Context: an optimization exercise on an open-source flow, tuned for small area, a short achievable clock period and few clock cycles. The choices shown serve that exercise and are no tape-out recipe.
At most, simulation tests tie the RTL to the original design; equivalence was not proved.
Power and IR drop assume default switching activity.

Design rsu_radix, start of the top module:
module rsu_radix (
    input  wire        clk,
    input  wire        rst,         
    input  wire        start,
    input  wire [7:0]  cmd,         
    input  wire [15:0] len,         
    input  wire [63:0] val,         
    output wire        ready,
    input  wire        in_valid,
    input  wire [7:0]  in_data,
    output wire        in_ready,
    output wire        out_valid,
    output wire [7:0]  out_data,
    input  wire        out_ready,
    output reg         done,
    output wire [2:0]  err,
    output wire [15:0] out_len,
    output reg  [63:0] res          
);
For scale: roughly 1700 cells after synthesis, ~220 flip-flops, about 200 I/O pins, about 0.013 mm2 of cells after synthesis.
==> flow/config.mk <==
export PLATFORM = sky130hd
export DESIGN_NAME = rsu_radix
export DESIGN_NICKNAME = rsu_radix
export VERILOG_FILES = /design/flow/design.v
export SDC_FILE = /design/flow/constraint.sdc
export NUM_CORES = 4
export LEC_CHECK = 0
export ABC_AREA = 1
export CAP_MARGIN = 20
export CORE_MARGIN = 2
export CORE_UTILIZATION = 60
export PLACE_DENSITY = 0.75
export SLEW_MARGIN = 20
==> flow/constraint.sdc <==
create_clock -name core_clock -period 8.0 [get_ports {clk}]
set_input_delay 1.6000 -clock core_clock [delete_from_list [all_inputs] [get_ports {clk}]]
set_output_delay 1.6000 -clock core_clock [all_outputs]
set_load 0.01 [all_outputs]
standard.sh (not shown) runs the stock make flow with config.mk's settings and CLKGATE_MAP_FILE= SYNTH_SCRIPT=/design/flow/synth_recipe.tcl, a recipe that flattens the netlist after the stock synthesis.
==> flow/flow/run.sh <==
#!/bin/bash
# Standard ORFS layout (standard synthesis unchanged), with the port buffers
# made of the smallest plain buffer, and timing repair aimed 5.2 ns below the
# clock period.
set -euo pipefail
bash standard.sh BUFFER_PORTS_ARGS="-buffer_cell sky130_fd_sc_hd__buf_1" SETUP_SLACK_MARGIN=5.2 finish > orfs_flow.log 2>&1
==> next run, changes <==
--- a/flow/design.v
+++ b/flow/design.v
@@ -57,22 +57,22 @@
     reg [1:0]  wsel;
     reg [12:0] rem;          
     reg        t0;           
     reg        more;         
     reg [7:0]  ib;           
     reg        ib_v;
     reg [63:0] sh;           
     reg [11:0] bbuf;         
     reg [3:0]  bcnt;         
-    wire [6:0] acc = bbuf[6:0];    
-    wire [2:0] dc  = bcnt[2:0];    
     reg        first;        
     reg        sp;           
+    reg [6:0]  acc;          
+    reg [2:0]  dc;           
     reg        bad;          
     reg        eqs;          
     reg [1:0]  qc;           
     reg [15:0] outcnt;       
     reg [2:0]  err_r;
     reg        ov, sv;       
     reg [7:0]  od, sd;
     wire run   = !idle;
     wire cango = run && !sv;            
@@ -270,18 +270,19 @@
             wsel    <= cmd[7:6];
             rem     <= cmd_int_enc ? ({9'd0, 4'd1 << cmd[7:6]}) : len[12:0];
             t0      <= !cmd_int_enc && in_valid;
             more    <= cmd_int_enc || more0;
             sh      <= val;
             bbuf    <= {in_data & {8{!cmd_int_enc && in_valid}}, 4'd0};
             bcnt    <= (!cmd_int_enc && in_valid) ? 4'd8 : 4'd0;
             first   <= !(!cmd_int_enc && in_valid);
             sp      <= 1'b0;
+            dc      <= 3'd0;
             bad     <= 1'b0;
             eqs     <= 1'b0;
             qc      <= 2'd0;
             outcnt  <= 16'd0;
             ib      <= cls;
             ib_v    <= start && in_valid;
         end else begin
             more <= more_n;
             if (used)
@@ -301,36 +302,36 @@
                 sh <= {sh[55:0], 8'd0};
             if (m_int && m_dec && ib_v && d_byte)
                 sh <= {sh[55:0], dbyte};
             ib_v <= ib_v_n;
             if (take)
                 ib <= cls;
             if (dcons) begin
                 if (m_bin) begin
                     if (i_ok) begin
-                        bbuf[6:0] <= {acc[5:0], i_v[0]};
-                        bcnt[2:0] <= dc + 3'd1;
+                        acc <= {acc[5:0], i_v[0]};
+                        dc  <= dc + 3'd1;
                     end else if (!i_se) begin
                         bad <= 1'b1;
                     end
                 end else if (m_hex) begin
                     if (i_ok) begin
-                        bbuf[3:0] <= i_v[3:0];
-                        bcnt[2:0] <= {2'b00, ~dc[0]};
+                        acc[3:0] <= i_v[3:0];
+                        dc       <= {2'b00, ~dc[0]};
                     end else if (!i_se) begin
                         bad <= 1'b1;
                     end
                 end else begin
                     if (i_se) begin
                         eqs <= 1'b1;
                         if (qc != 2'd3) qc <= qc + 2'd1;
                     end else if (i_ok && !eqs) begin
-                        bbuf[5:0] <= i_v;
-                        bcnt[2:0] <= {1'b0, dc[1:0] + 2'd1};
+                        acc[5:0] <= i_v;
+                        dc       <= {1'b0, dc[1:0] + 2'd1};
                     end else begin
                         bad <= 1'b1;
                     end
                 end
             end
         end
     end
 endmodule
Effect:
- The changed run completed without violations
- non-clock buffer count goes down by 8
- cell area goes up by 0.39%
- critical path depth goes up by 1
- wire length goes down by 4.0%
- die area is about the same
- power goes up by 1.8%
- fmax goes down by 0.71%
- sequential share of layout area goes up by 2.0 points
- clock skew goes up by 0.0070 ns
Testbench counts after the change, summed over its fixed seeds: cycles 30,049.
Function not checked in the first run of this note: the RTL went through the layout flow alone.

* * *

== rev 12 ==
RTL: one of the versions met above, not the one the previous note started from.
Size: roughly 1300 cells after synthesis, ~0.013 sq mm of cells after synthesis.
==> flow/design.v (excerpt) <==
module rsu_radix (
    input  wire        clk,
    input  wire        rst,         
    input  wire        start,
    input  wire [7:0]  cmd,         
    input  wire [15:0] len,         
    input  wire [63:0] val,         
    output wire        ready,
    input  wire        in_valid,
    input  wire [7:0]  in_data,
    output wire        in_ready,
    output wire        out_valid,
    output wire [7:0]  out_data,
    input  wire        out_ready,
    output reg         done,
    output wire [2:0]  err,
    output wire [15:0] out_len,
    output reg  [63:0] res          
);
clock: 8.0 ns
lec_check: 0
cap_margin: 20
core_margin: 2
core_utilization: 60
place_density: 0.75
setup_slack_margin: 5.0
slew_margin: 20
==> flow/flow/run.sh <==
#!/bin/bash
# Standard ORFS layout (standard synthesis unchanged), with the port buffers
# made of the smallest plain buffer instead of the default choice.
set -euo pipefail
bash standard.sh BUFFER_PORTS_ARGS="-buffer_cell sky130_fd_sc_hd__buf_1" finish > orfs_flow.log 2>&1
Rev 12: done, clean on timing, DRC and antenna
Testbench counts of rev 12, summed over its fixed seeds: cycles 30,049.
The inputs of rev 13 differ from those of rev 12 as listed below.
diff --git a/flow/design.v b/flow/design.v
--- a/flow/design.v
+++ b/flow/design.v
@@ -70,53 +70,51 @@
     reg        bad;          
     reg        eqs;          
     reg [1:0]  qc;           
     reg [15:0] outcnt;       
     reg [2:0]  err_r;
     reg        ov, sv;       
     reg [7:0]  od, sd;
     wire run   = !idle;
     wire cango = run && !sv;            
     wire enc   = !m_dec;
     wire ienc  = m_int && !m_dec;       
-    wire [7:0] c = in_data;
+    wire [7:0] c = ib;                  
     wire is_space = (c == 8'h20);
     wire is_bin   = (c[7:1] == 7'b0011000);
     wire is_digit = (c[7:4] == 4'h3) && (c[3:0] <= 4'h9);
     wire is_af    = (c[7:6] == 2'b01) && (c[4:3] == 2'b00) && (c[2:0] != 3'd0) && (c[2:0] != 3'd7);
     wire hex_ok   = is_digit || is_af;
     wire [3:0] hex_val = is_digit ? c[3:0] : (c[3:0] + 4'd9);
     reg        b64_ok;
     reg  [5:0] b64_val;
     always @(*) begin
         b64_ok  = 1'b1;
         b64_val = 6'd0;
         if (c >= 8'h41 && c <= 8'h5A)      b64_val = c[5:0] - 6'd1;           
         else if (c >= 8'h61 && c <= 8'h7A) b64_val = c[5:0] - 6'd7;           
         else if (is_digit)                 b64_val = {2'b11, c[3:0]} + 6'd4;  
         else if (c == 8'h2B)               b64_val = 6'd62;
         else if (c == 8'h2F)               b64_val = 6'd63;
         else                               b64_ok  = 1'b0;
     end
     wire is_eq = (c == 8'h3D);
-    wire k_bin = idle ? cmd_bin : m_bin;
-    wire k_hex = idle ? cmd_hex : m_hex;
     reg  [7:0] cls;
     always @(*) begin
-        if (k_bin)      cls = {is_bin, is_space, 5'd0, c[0]};
-        else if (k_hex) cls = {hex_ok, is_space, 2'd0, hex_val};
+        if (m_bin)      cls = {is_bin, is_space, 5'd0, c[0]};
+        else if (m_hex) cls = {hex_ok, is_space, 2'd0, hex_val};
         else            cls = {b64_ok, is_eq, b64_val};
     end
-    wire       i_ok = ib[7];
-    wire       i_se = ib[6];        
-    wire [5:0] i_v  = ib[5:0];
+    wire       i_ok = cls[7];
+    wire       i_se = cls[6];       
+    wire [5:0] i_v  = cls[5:0];
     wire dcons = cango && m_dec && ib_v;            
     reg        d_byte;                              
     reg  [7:0] dbyte;
     always @(*) begin
         if (m_bin) begin
             d_byte = i_ok && (dc == 3'd7);
             dbyte  = {acc[6:0], i_v[0]};
         end else if (m_hex) begin
             d_byte = i_ok && dc[0];
             dbyte  = {acc[3:0], i_v[3:0]};
         end else begin
@@ -273,46 +271,46 @@
             more    <= cmd_int_enc || more0;
             sh      <= val;
             bbuf    <= {in_data & {8{!cmd_int_enc && in_valid}}, 4'd0};
             bcnt    <= (!cmd_int_enc && in_valid) ? 4'd8 : 4'd0;
             first   <= !(!cmd_int_enc && in_valid);
             sp      <= 1'b0;
             dc      <= 3'd0;
             bad     <= 1'b0;
             eqs     <= 1'b0;
             qc      <= 2'd0;
             outcnt  <= 16'd0;
-            ib      <= cls;
+            ib      <= in_data;
             ib_v    <= start && in_valid;
         end else begin
             more <= more_n;
             if (used)
                 rem <= rem - 13'd1;
             if (fin && m_dec && (inval || m_int))
                 outcnt <= 16'd0;
             else if (push || d_int)
                 outcnt <= outcnt + 16'd1;
             bcnt <= bcnt_n;
             sp   <= sp_n;
             if (cango && enc) begin
                 bbuf <= ins ? (bkeep | bnew) : bkeep;
                 if (ins)
                     first <= 1'b0;
             end
             if (ienc && want)
                 sh <= {sh[55:0], 8'd0};
             if (m_int && m_dec && ib_v && d_byte)
                 sh <= {sh[55:0], dbyte};
             ib_v <= ib_v_n;
             if (take)
-                ib <= cls;
+                ib <= in_data;
             if (dcons) begin
                 if (m_bin) begin
                     if (i_ok) begin
                         acc <= {acc[5:0], i_v[0]};
                         dc  <= dc + 3'd1;
                     end else if (!i_se) begin
                         bad <= 1'b1;
                     end
                 end else if (m_hex) begin
                     if (i_ok) begin
                         acc[3:0] <= i_v[3:0];
## What came out
In the metrics for rev 13 and rev 12, the one carrying the higher reg-to-reg setup timing slack is rev 12. Going from rev 12 to rev 13, number of standard cells in the final layout excluding fillers now larger; total area of sequential cells now sits higher; clock power has increased. On combinational power: rev 13 sits above rev 12. Comparing rev 13 and rev 12, the higher share of cell area taken by flip-flops and latches is on rev 12. On hold slack, rev 13 does better than rev 12. On count of cell instances traversed by the critical path: between rev 13 and rev 12, it ends up higher for rev 13. Number of well-tap cells placed | rev 13 above rev 12. When rev 13 is measured against rev 12, its share of power burned in the clock network turns out 1.2 points higher. Comparing rev 13 and rev 12, the lower least setup slack across all paths after layout is on rev 13.
Function not checked in rev 13: the RTL went through the layout flow alone.

afterwards: timing with drivers on the ports:
The flow's constraints put no driver on any port. The routed layouts listed below were extracted and timed again, unchanged, in two steps. Step 1 (the two cells are an assumption about what drives the block):
set clk [get_ports {clk}]
set_driving_cell -lib_cell sky130_fd_sc_hd__clkbuf_16 $clk
set_driving_cell -lib_cell sky130_fd_sc_hd__buf_2 [delete_from_list [all_inputs] $clk]
Step 2, shift: input delay + t, output delay - t, t = (earliest + latest rising clock arrival at the registers) / 2. This alone moves slack from input paths to output paths. Three values: no drivers, after step 1, after step 2; two values: the first two.
run | t (ns) | slack for setup (ns) | worst setup path at the end | worst register clock-pin slew, ns | cell pins on the clock port's net
the first run of note 1 | 0.570 | 5.238 / 5.191 / 4.699 | input to register | 0.06 / 0.06 | 1
the second run of note 1 | 0.566 | 5.218 / 5.169 / 4.741 | input to register | 0.06 / 0.06 | 1
rev 12 | 0.573 | 5.062 / 5.037 / 4.515 | input to register | 0.07 / 0.07 | 1
rev 13 | 0.593 | 5.038 / 4.999 / 4.521 | input to register | 0.06 / 0.06 | 1
After both steps setup and hold are still met in every run listed. For rev 12, which loses most, drivers alone change the setup slack by -0.025 ns; drivers and shift together by -0.547 ns.
